From an optimization exercise on the open Yosys and OpenROAD flow, aimed at small area, a short achievable clock period and few clock cycles per item; shortcuts taken in it are not production practice.

==> 03-22: inputs <==
Design aes128_cipher, start of the top module:
module aes128_cipher (
    input  wire         clk,
    input  wire         rst,           
    input  wire         in_valid,
    output wire         in_ready,
    input  wire         in_decrypt,    
    input  wire [127:0] in_key,
    input  wire [127:0] in_block,
    output reg          out_valid,
    output reg  [127:0] out_block
);
Settings: LEC_CHECK=0, CAP_MARGIN=20, CELL_PAD_IN_SITES_DETAIL_PLACEMENT=2, CELL_PAD_IN_SITES_GLOBAL_PLACEMENT=2, CORE_MARGIN=2, CORE_UTILIZATION=15, PLACE_DENSITY=0.35, SLEW_MARGIN=20; clock period 10.0 ns.
run.sh (not shown) runs the stock make flow with config.mk's settings and CLKGATE_MAP_FILE= SYNTH_SCRIPT=/design/flow/synth_recipe.tcl, a recipe that flattens the netlist after the stock synthesis.
==> 11-06: changes against 03-22 <==
--- a/flow/design.v
+++ b/flow/design.v
@@ -27,32 +27,33 @@
     assign y[5] = ~(ti[1] ^ ti[2] ^ ti[4] ^ ti[5] ^ ti[7]);
     assign y[6] = ~(ti[4] ^ ti[7]);
     assign y[7] = ti[1] ^ ti[2] ^ ti[3] ^ ti[4];
 endmodule
 module aes_sbox_ed_p1 (
     input  wire        dec,
-    input  wire [7:0]  a,
+    input  wire [7:0]  ae,      
+    input  wire [7:0]  ad,      
     output wire [11:0] m
 );
     wire [7:0] te, td;
-    assign te[0] = a[0] ^ a[5];
-    assign te[1] = a[2] ^ a[3] ^ a[5];
-    assign te[2] = a[1] ^ a[6] ^ a[7];
-    assign te[3] = a[1] ^ a[3] ^ a[6] ^ a[7];
-    assign te[4] = a[2] ^ a[3] ^ a[4] ^ a[6] ^ a[7];
-    assign te[5] = a[2] ^ a[3] ^ a[5] ^ a[7];
-    assign te[6] = a[1] ^ a[4] ^ a[5] ^ a[6];
-    assign te[7] = a[5] ^ a[7];
-    assign td[0] = ~(a[4] ^ a[5]);
-    assign td[1] = ~(a[0] ^ a[1] ^ a[5]);
-    assign td[2] = a[1] ^ a[4] ^ a[5];
-    assign td[3] = a[0] ^ a[1] ^ a[2] ^ a[4];
-    assign td[4] = ~(a[1] ^ a[2] ^ a[7]);
-    assign td[5] = ~(a[0] ^ a[4] ^ a[5] ^ a[6]);
-    assign td[6] = a[1] ^ a[2] ^ a[3] ^ a[4] ^ a[5] ^ a[7];
-    assign td[7] = a[1] ^ a[2] ^ a[6] ^ a[7];
+    assign te[0] = ae[0] ^ ae[5];
+    assign te[1] = ae[2] ^ ae[3] ^ ae[5];
+    assign te[2] = ae[1] ^ ae[6] ^ ae[7];
+    assign te[3] = ae[1] ^ ae[3] ^ ae[6] ^ ae[7];
+    assign te[4] = ae[2] ^ ae[3] ^ ae[4] ^ ae[6] ^ ae[7];
+    assign te[5] = ae[2] ^ ae[3] ^ ae[5] ^ ae[7];
+    assign te[6] = ae[1] ^ ae[4] ^ ae[5] ^ ae[6];
+    assign te[7] = ae[5] ^ ae[7];
+    assign td[0] = ~(ad[4] ^ ad[5]);
+    assign td[1] = ~(ad[0] ^ ad[1] ^ ad[5]);
+    assign td[2] = ad[1] ^ ad[4] ^ ad[5];
+    assign td[3] = ad[0] ^ ad[1] ^ ad[2] ^ ad[4];
+    assign td[4] = ~(ad[1] ^ ad[2] ^ ad[7]);
+    assign td[5] = ~(ad[0] ^ ad[4] ^ ad[5] ^ ad[6]);
+    assign td[6] = ad[1] ^ ad[2] ^ ad[3] ^ ad[4] ^ ad[5] ^ ad[7];
+    assign td[7] = ad[1] ^ ad[2] ^ ad[6] ^ ad[7];
     aes_gf_inv_p1 u_inv (.a(dec ? td : te), .m(m));
 endmodule
 module aes_sbox_ed_p2 (
     input  wire        dec,
     input  wire [11:0] m,
     output wire [7:0]  y
@@ -114,31 +115,18 @@
               ^ ({p, 3'b0} & {7{q[3]}});
             gf16_mul = r[3:0] ^ {r[6:4], 1'b0} ^ {1'b0, r[6:4]};
         end
     endfunction
     function [3:0] gf16_inv;
         input [3:0] p;
-        case (p)
-            4'h0: gf16_inv = 4'h0;
-            4'h1: gf16_inv = 4'h1;
-            4'h2: gf16_inv = 4'h9;
-            4'h3: gf16_inv = 4'he;
-            4'h4: gf16_inv = 4'hd;
-            4'h5: gf16_inv = 4'hb;
-            4'h6: gf16_inv = 4'h7;
-            4'h7: gf16_inv = 4'h6;
-            4'h8: gf16_inv = 4'hf;
-            4'h9: gf16_inv = 4'h2;
-            4'ha: gf16_inv = 4'hc;
-            4'hb: gf16_inv = 4'h5;
-            4'hc: gf16_inv = 4'ha;
-            4'hd: gf16_inv = 4'h4;
-            4'he: gf16_inv = 4'h3;
-            4'hf: gf16_inv = 4'h8;
-            default: gf16_inv = 4'h0;
-        endcase
+        begin
+            gf16_inv[0] = (p[0]) ^ (p[1]) ^ (p[2]) ^ (p[0] & p[2]) ^ (p[1] & p[2]) ^ (p[0] & p[1] & p[2]) ^ (p[3]) ^ (p[1] & p[2] & p[3]);
+            gf16_inv[1] = (p[0] & p[1]) ^ (p[0] & p[2]) ^ (p[1] & p[2]) ^ (p[3]) ^ (p[1] & p[3]) ^ (p[0] & p[1] & p[3]);
+            gf16_inv[2] = (p[0] & p[1]) ^ (p[2]) ^ (p[0] & p[2]) ^ (p[3]) ^ (p[0] & p[3]) ^ (p[0] & p[2] & p[3]);
+            gf16_inv[3] = (p[1]) ^ (p[2]) ^ (p[3]) ^ (p[0] & p[3]) ^ (p[1] & p[3]) ^ (p[2] & p[3]) ^ (p[1] & p[2] & p[3]);
+        end
     endfunction
     wire [3:0] ah  = m[11:8];
     wire [3:0] ahl = m[7:4];
     wire [3:0] di  = gf16_inv(m[3:0]);
     assign y = {gf16_mul(ah, di), gf16_mul(ahl, di)};
 endmodule
@@ -192,13 +180,13 @@
             4'd8:    rcon = 8'h80;
             4'd9:    rcon = 8'h1b;
             4'd10:   rcon = 8'h36;
             default: rcon = 8'h00;
         endcase
     endfunction
-    reg         r0_v, r0_dec, r0_first;
+    reg         r0_v, r0_dec;
     reg [3:0]   r0_rnd;
     reg [127:0] r0_st, r0_k;
     reg         r1_v, r1_dec, r1_last;
     reg [3:0]   r1_rnd;
     reg [191:0] r1_m;
     reg [47:0]  r1_km;
@@ -215,26 +203,26 @@
     reg         e_ph;      
     reg [3:0]   e_cnt;     
     reg [127:0] e_tag, e_k;
     reg [47:0]  e_km;
     assign in_ready = ir;
     genvar g, r, c;
-    wire [127:0] u1 = r0_st ^ (r0_first ? r0_k : 128'd0);
-    wire [127:0] p1;
+    wire [127:0] sr1, isr1;
     generate
         for (c = 0; c < 4; c = c + 1) begin : g_perm_c
             for (r = 0; r < 4; r = r + 1) begin : g_perm_r
-                assign p1[127-8*(r+4*c) -: 8] = r0_dec ? u1[127-8*(r+4*((c+4-r)%4)) -: 8]
-                                                      : u1[127-8*(r+4*((c+r)%4)) -: 8];
+                assign sr1[127-8*(r+4*c) -: 8]  = r0_st[127-8*(r+4*((c+r)%4)) -: 8];
+                assign isr1[127-8*(r+4*c) -: 8] = r0_st[127-8*(r+4*((c+4-r)%4)) -: 8];
             end
         end
     endgenerate
     wire [191:0] m1;
     generate
         for (g = 0; g < 16; g = g + 1) begin : g_sb1
-            aes_sbox_ed_p1 u_sb (.dec(r0_dec), .a(p1[127-8*g -: 8]), .m(m1[191-12*g -: 12]));
+            aes_sbox_ed_p1 u_sb (.dec(r0_dec), .ae(sr1[127-8*g -: 8]), .ad(isr1[127-8*g -: 8]),
+                                 .m(m1[191-12*g -: 12]));
         end
     endgenerate
     wire [31:0] k0w0 = r0_k[127:96];
     wire [31:0] k0w1 = r0_k[95:64];
     wire [31:0] k0w2 = r0_k[63:32];
     wire [31:0] k0w3 = r0_k[31:0];
@@ -307,20 +295,18 @@
         r2_rnd  <= r1_rnd;
         r2_w    <= w2;
         r2_k    <= k2;
         if (ir) begin
             r0_v     <= in_valid && !rst;
             r0_dec   <= dec_q;
-            r0_first <= 1'b1;
             r0_rnd   <= dec_q ? 4'd10 : 4'd1;
-            r0_st    <= in_block;
+            r0_st    <= in_block ^ (dec_q ? e_k : in_key);
             r0_k     <= dec_q ? e_k : in_key;
         end else begin
             r0_v     <= r2_v && !r2_last && !rst;
             r0_dec   <= r2_dec;
-            r0_first <= 1'b0;
             r0_rnd   <= r2_dec ? r2_rnd - 4'd1 : r2_rnd + 4'd1;
             r0_st    <= y3;
             r0_k     <= r2_k;
         end
         out_valid <= r2_v && r2_last && !rst;
         out_block <= z3;
Settings changed: SETUP_SLACK_MARGIN set to 5.
==> 02-18: changes against 03-22 <==
--- a/flow/design.v
+++ b/flow/design.v
@@ -27,32 +27,33 @@
     assign y[5] = ~(ti[1] ^ ti[2] ^ ti[4] ^ ti[5] ^ ti[7]);
     assign y[6] = ~(ti[4] ^ ti[7]);
     assign y[7] = ti[1] ^ ti[2] ^ ti[3] ^ ti[4];
 endmodule
 module aes_sbox_ed_p1 (
     input  wire        dec,
-    input  wire [7:0]  a,
+    input  wire [7:0]  ae,      
+    input  wire [7:0]  ad,      
     output wire [11:0] m
 );
     wire [7:0] te, td;
-    assign te[0] = a[0] ^ a[5];
-    assign te[1] = a[2] ^ a[3] ^ a[5];
-    assign te[2] = a[1] ^ a[6] ^ a[7];
-    assign te[3] = a[1] ^ a[3] ^ a[6] ^ a[7];
-    assign te[4] = a[2] ^ a[3] ^ a[4] ^ a[6] ^ a[7];
-    assign te[5] = a[2] ^ a[3] ^ a[5] ^ a[7];
-    assign te[6] = a[1] ^ a[4] ^ a[5] ^ a[6];
-    assign te[7] = a[5] ^ a[7];
-    assign td[0] = ~(a[4] ^ a[5]);
-    assign td[1] = ~(a[0] ^ a[1] ^ a[5]);
-    assign td[2] = a[1] ^ a[4] ^ a[5];
-    assign td[3] = a[0] ^ a[1] ^ a[2] ^ a[4];
-    assign td[4] = ~(a[1] ^ a[2] ^ a[7]);
-    assign td[5] = ~(a[0] ^ a[4] ^ a[5] ^ a[6]);
-    assign td[6] = a[1] ^ a[2] ^ a[3] ^ a[4] ^ a[5] ^ a[7];
-    assign td[7] = a[1] ^ a[2] ^ a[6] ^ a[7];
+    assign te[0] = ae[0] ^ ae[5];
+    assign te[1] = ae[2] ^ ae[3] ^ ae[5];
+    assign te[2] = ae[1] ^ ae[6] ^ ae[7];
+    assign te[3] = ae[1] ^ ae[3] ^ ae[6] ^ ae[7];
+    assign te[4] = ae[2] ^ ae[3] ^ ae[4] ^ ae[6] ^ ae[7];
+    assign te[5] = ae[2] ^ ae[3] ^ ae[5] ^ ae[7];
+    assign te[6] = ae[1] ^ ae[4] ^ ae[5] ^ ae[6];
+    assign te[7] = ae[5] ^ ae[7];
+    assign td[0] = ~(ad[4] ^ ad[5]);
+    assign td[1] = ~(ad[0] ^ ad[1] ^ ad[5]);
+    assign td[2] = ad[1] ^ ad[4] ^ ad[5];
+    assign td[3] = ad[0] ^ ad[1] ^ ad[2] ^ ad[4];
+    assign td[4] = ~(ad[1] ^ ad[2] ^ ad[7]);
+    assign td[5] = ~(ad[0] ^ ad[4] ^ ad[5] ^ ad[6]);
+    assign td[6] = ad[1] ^ ad[2] ^ ad[3] ^ ad[4] ^ ad[5] ^ ad[7];
+    assign td[7] = ad[1] ^ ad[2] ^ ad[6] ^ ad[7];
     aes_gf_inv_p1 u_inv (.a(dec ? td : te), .m(m));
 endmodule
 module aes_sbox_ed_p2 (
     input  wire        dec,
     input  wire [11:0] m,
     output wire [7:0]  y
@@ -114,31 +115,18 @@
               ^ ({p, 3'b0} & {7{q[3]}});
             gf16_mul = r[3:0] ^ {r[6:4], 1'b0} ^ {1'b0, r[6:4]};
         end
     endfunction
     function [3:0] gf16_inv;
         input [3:0] p;
-        case (p)
-            4'h0: gf16_inv = 4'h0;
-            4'h1: gf16_inv = 4'h1;
-            4'h2: gf16_inv = 4'h9;
-            4'h3: gf16_inv = 4'he;
-            4'h4: gf16_inv = 4'hd;
-            4'h5: gf16_inv = 4'hb;
-            4'h6: gf16_inv = 4'h7;
-            4'h7: gf16_inv = 4'h6;
-            4'h8: gf16_inv = 4'hf;
-            4'h9: gf16_inv = 4'h2;
-            4'ha: gf16_inv = 4'hc;
-            4'hb: gf16_inv = 4'h5;
-            4'hc: gf16_inv = 4'ha;
-            4'hd: gf16_inv = 4'h4;
-            4'he: gf16_inv = 4'h3;
-            4'hf: gf16_inv = 4'h8;
-            default: gf16_inv = 4'h0;
-        endcase
+        begin
+            gf16_inv[0] = (p[0]) ^ (p[1]) ^ (p[2]) ^ (p[0] & p[2]) ^ (p[1] & p[2]) ^ (p[0] & p[1] & p[2]) ^ (p[3]) ^ (p[1] & p[2] & p[3]);
+            gf16_inv[1] = (p[0] & p[1]) ^ (p[0] & p[2]) ^ (p[1] & p[2]) ^ (p[3]) ^ (p[1] & p[3]) ^ (p[0] & p[1] & p[3]);
+            gf16_inv[2] = (p[0] & p[1]) ^ (p[2]) ^ (p[0] & p[2]) ^ (p[3]) ^ (p[0] & p[3]) ^ (p[0] & p[2] & p[3]);
+            gf16_inv[3] = (p[1]) ^ (p[2]) ^ (p[3]) ^ (p[0] & p[3]) ^ (p[1] & p[3]) ^ (p[2] & p[3]) ^ (p[1] & p[2] & p[3]);
+        end
     endfunction
     wire [3:0] ah  = m[11:8];
     wire [3:0] ahl = m[7:4];
     wire [3:0] di  = gf16_inv(m[3:0]);
     assign y = {gf16_mul(ah, di), gf16_mul(ahl, di)};
 endmodule
@@ -192,13 +180,13 @@
             4'd8:    rcon = 8'h80;
             4'd9:    rcon = 8'h1b;
             4'd10:   rcon = 8'h36;
             default: rcon = 8'h00;
         endcase
     endfunction
-    reg         r0_v, r0_dec, r0_first;
+    reg         r0_v, r0_dec;
     reg [3:0]   r0_rnd;
     reg [127:0] r0_st, r0_k;
     reg         r1_v, r1_dec, r1_last;
     reg [3:0]   r1_rnd;
     reg [191:0] r1_m;
     reg [47:0]  r1_km;
@@ -215,26 +203,26 @@
     reg         e_ph;      
     reg [3:0]   e_cnt;     
     reg [127:0] e_tag, e_k;
     reg [47:0]  e_km;
     assign in_ready = ir;
     genvar g, r, c;
-    wire [127:0] u1 = r0_st ^ (r0_first ? r0_k : 128'd0);
-    wire [127:0] p1;
+    wire [127:0] sr1, isr1;
     generate
         for (c = 0; c < 4; c = c + 1) begin : g_perm_c
             for (r = 0; r < 4; r = r + 1) begin : g_perm_r
-                assign p1[127-8*(r+4*c) -: 8] = r0_dec ? u1[127-8*(r+4*((c+4-r)%4)) -: 8]
-                                                      : u1[127-8*(r+4*((c+r)%4)) -: 8];
+                assign sr1[127-8*(r+4*c) -: 8]  = r0_st[127-8*(r+4*((c+r)%4)) -: 8];
+                assign isr1[127-8*(r+4*c) -: 8] = r0_st[127-8*(r+4*((c+4-r)%4)) -: 8];
             end
         end
     endgenerate
     wire [191:0] m1;
     generate
         for (g = 0; g < 16; g = g + 1) begin : g_sb1
-            aes_sbox_ed_p1 u_sb (.dec(r0_dec), .a(p1[127-8*g -: 8]), .m(m1[191-12*g -: 12]));
+            aes_sbox_ed_p1 u_sb (.dec(r0_dec), .ae(sr1[127-8*g -: 8]), .ad(isr1[127-8*g -: 8]),
+                                 .m(m1[191-12*g -: 12]));
         end
     endgenerate
     wire [31:0] k0w0 = r0_k[127:96];
     wire [31:0] k0w1 = r0_k[95:64];
     wire [31:0] k0w2 = r0_k[63:32];
     wire [31:0] k0w3 = r0_k[31:0];
@@ -307,20 +295,18 @@
         r2_rnd  <= r1_rnd;
         r2_w    <= w2;
         r2_k    <= k2;
         if (ir) begin
             r0_v     <= in_valid && !rst;
             r0_dec   <= dec_q;
-            r0_first <= 1'b1;
             r0_rnd   <= dec_q ? 4'd10 : 4'd1;
-            r0_st    <= in_block;
+            r0_st    <= in_block ^ (dec_q ? e_k : in_key);
             r0_k     <= dec_q ? e_k : in_key;
         end else begin
             r0_v     <= r2_v && !r2_last && !rst;
             r0_dec   <= r2_dec;
-            r0_first <= 1'b0;
             r0_rnd   <= r2_dec ? r2_rnd - 4'd1 : r2_rnd + 4'd1;
             r0_st    <= y3;
             r0_k     <= r2_k;
         end
         out_valid <= r2_v && r2_last && !rst;
         out_block <= z3;
Settings changed: CORE_UTILIZATION 15 to 45, PLACE_DENSITY 0.35 to 0.65, SETUP_SLACK_MARGIN set to 5.
==> summary.txt <==
| quantity | 11-06 | 03-22 | 02-18 |
|---|---|---|---|
| Run status | timing/DRC/antenna clean | timing/DRC/antenna clean | timing/DRC/antenna clean |
| Launch instance of the worst min-delay path | r1_rnd[3] | r0_rnd[2] | r1_rnd[2] |
| FF-to-FF setup slack | 5.09 ns | 3.53 ns | 5.05 ns |
| Wire length the detailed router placed on met1 | 227000 um | 235000 um | 160000 um |
| Pin count of the biggest net entering global routing | 144 | 82 | 171 |
| Sum of met3 wire segment lengths after detailed routing | 10600 um | 11000 um | 20200 um |
| Initial Util | 15.0% | 15.0% | 45.2% |
| Maximum fanout count along the critical path | 4 | 45 | 6 |
| Overall global routing resource usage | 15.2% | 15.5% | 36.4% |
| # diodes | 41 | 44 | 17 |
| Met2 capacity usage during global routing | 26.6% | 27.8% | 59.5% |
| Reg clk slew, reported paths | 0.06 ns | 0.07 ns | 0.06 ns |
| Area Growth Syn to Fin | 23.9% | 22.5% | 13.3% |
| Count of nets after finishing | 10700 | 11300 | 10500 |
| Area share of and/or/nand/nor cells after synthesis | 10.1% | 11.1% | 10.1% |
No functional check of the RTL was part of any run of this note.

re-timing with driven ports:
In the flow no input, the clock included, has a driving cell. The finished layouts below were timed again as built, in two steps. Step 1 sets driving cells, clkbuf_16 on the clock port and buf_2 on the other inputs (assumed; they add their load-dependent delay and slew). Step 2 moves the port delays by t, midway between the first and last clock arrival at a register: inputs arrive t later, outputs are due t later. That takes back most of the time a late clock gives input paths. Slacks: ideal / step 1 / step 2; pairs: ideal / step 1.
run	t, ns	setup WS [ns]	worst setup path at the end	worst register clock-pin slew, ns
03-22	1.050	3.526 / 3.526 / 3.526	register to register	0.07 / 0.07
11-06	1.050	5.088 / 5.088 / 5.088	register to register	0.07 / 0.07
02-18	0.943	5.049 / 5.049 / 5.049	register to register	0.07 / 0.07
After both steps every run listed still meets setup and hold.
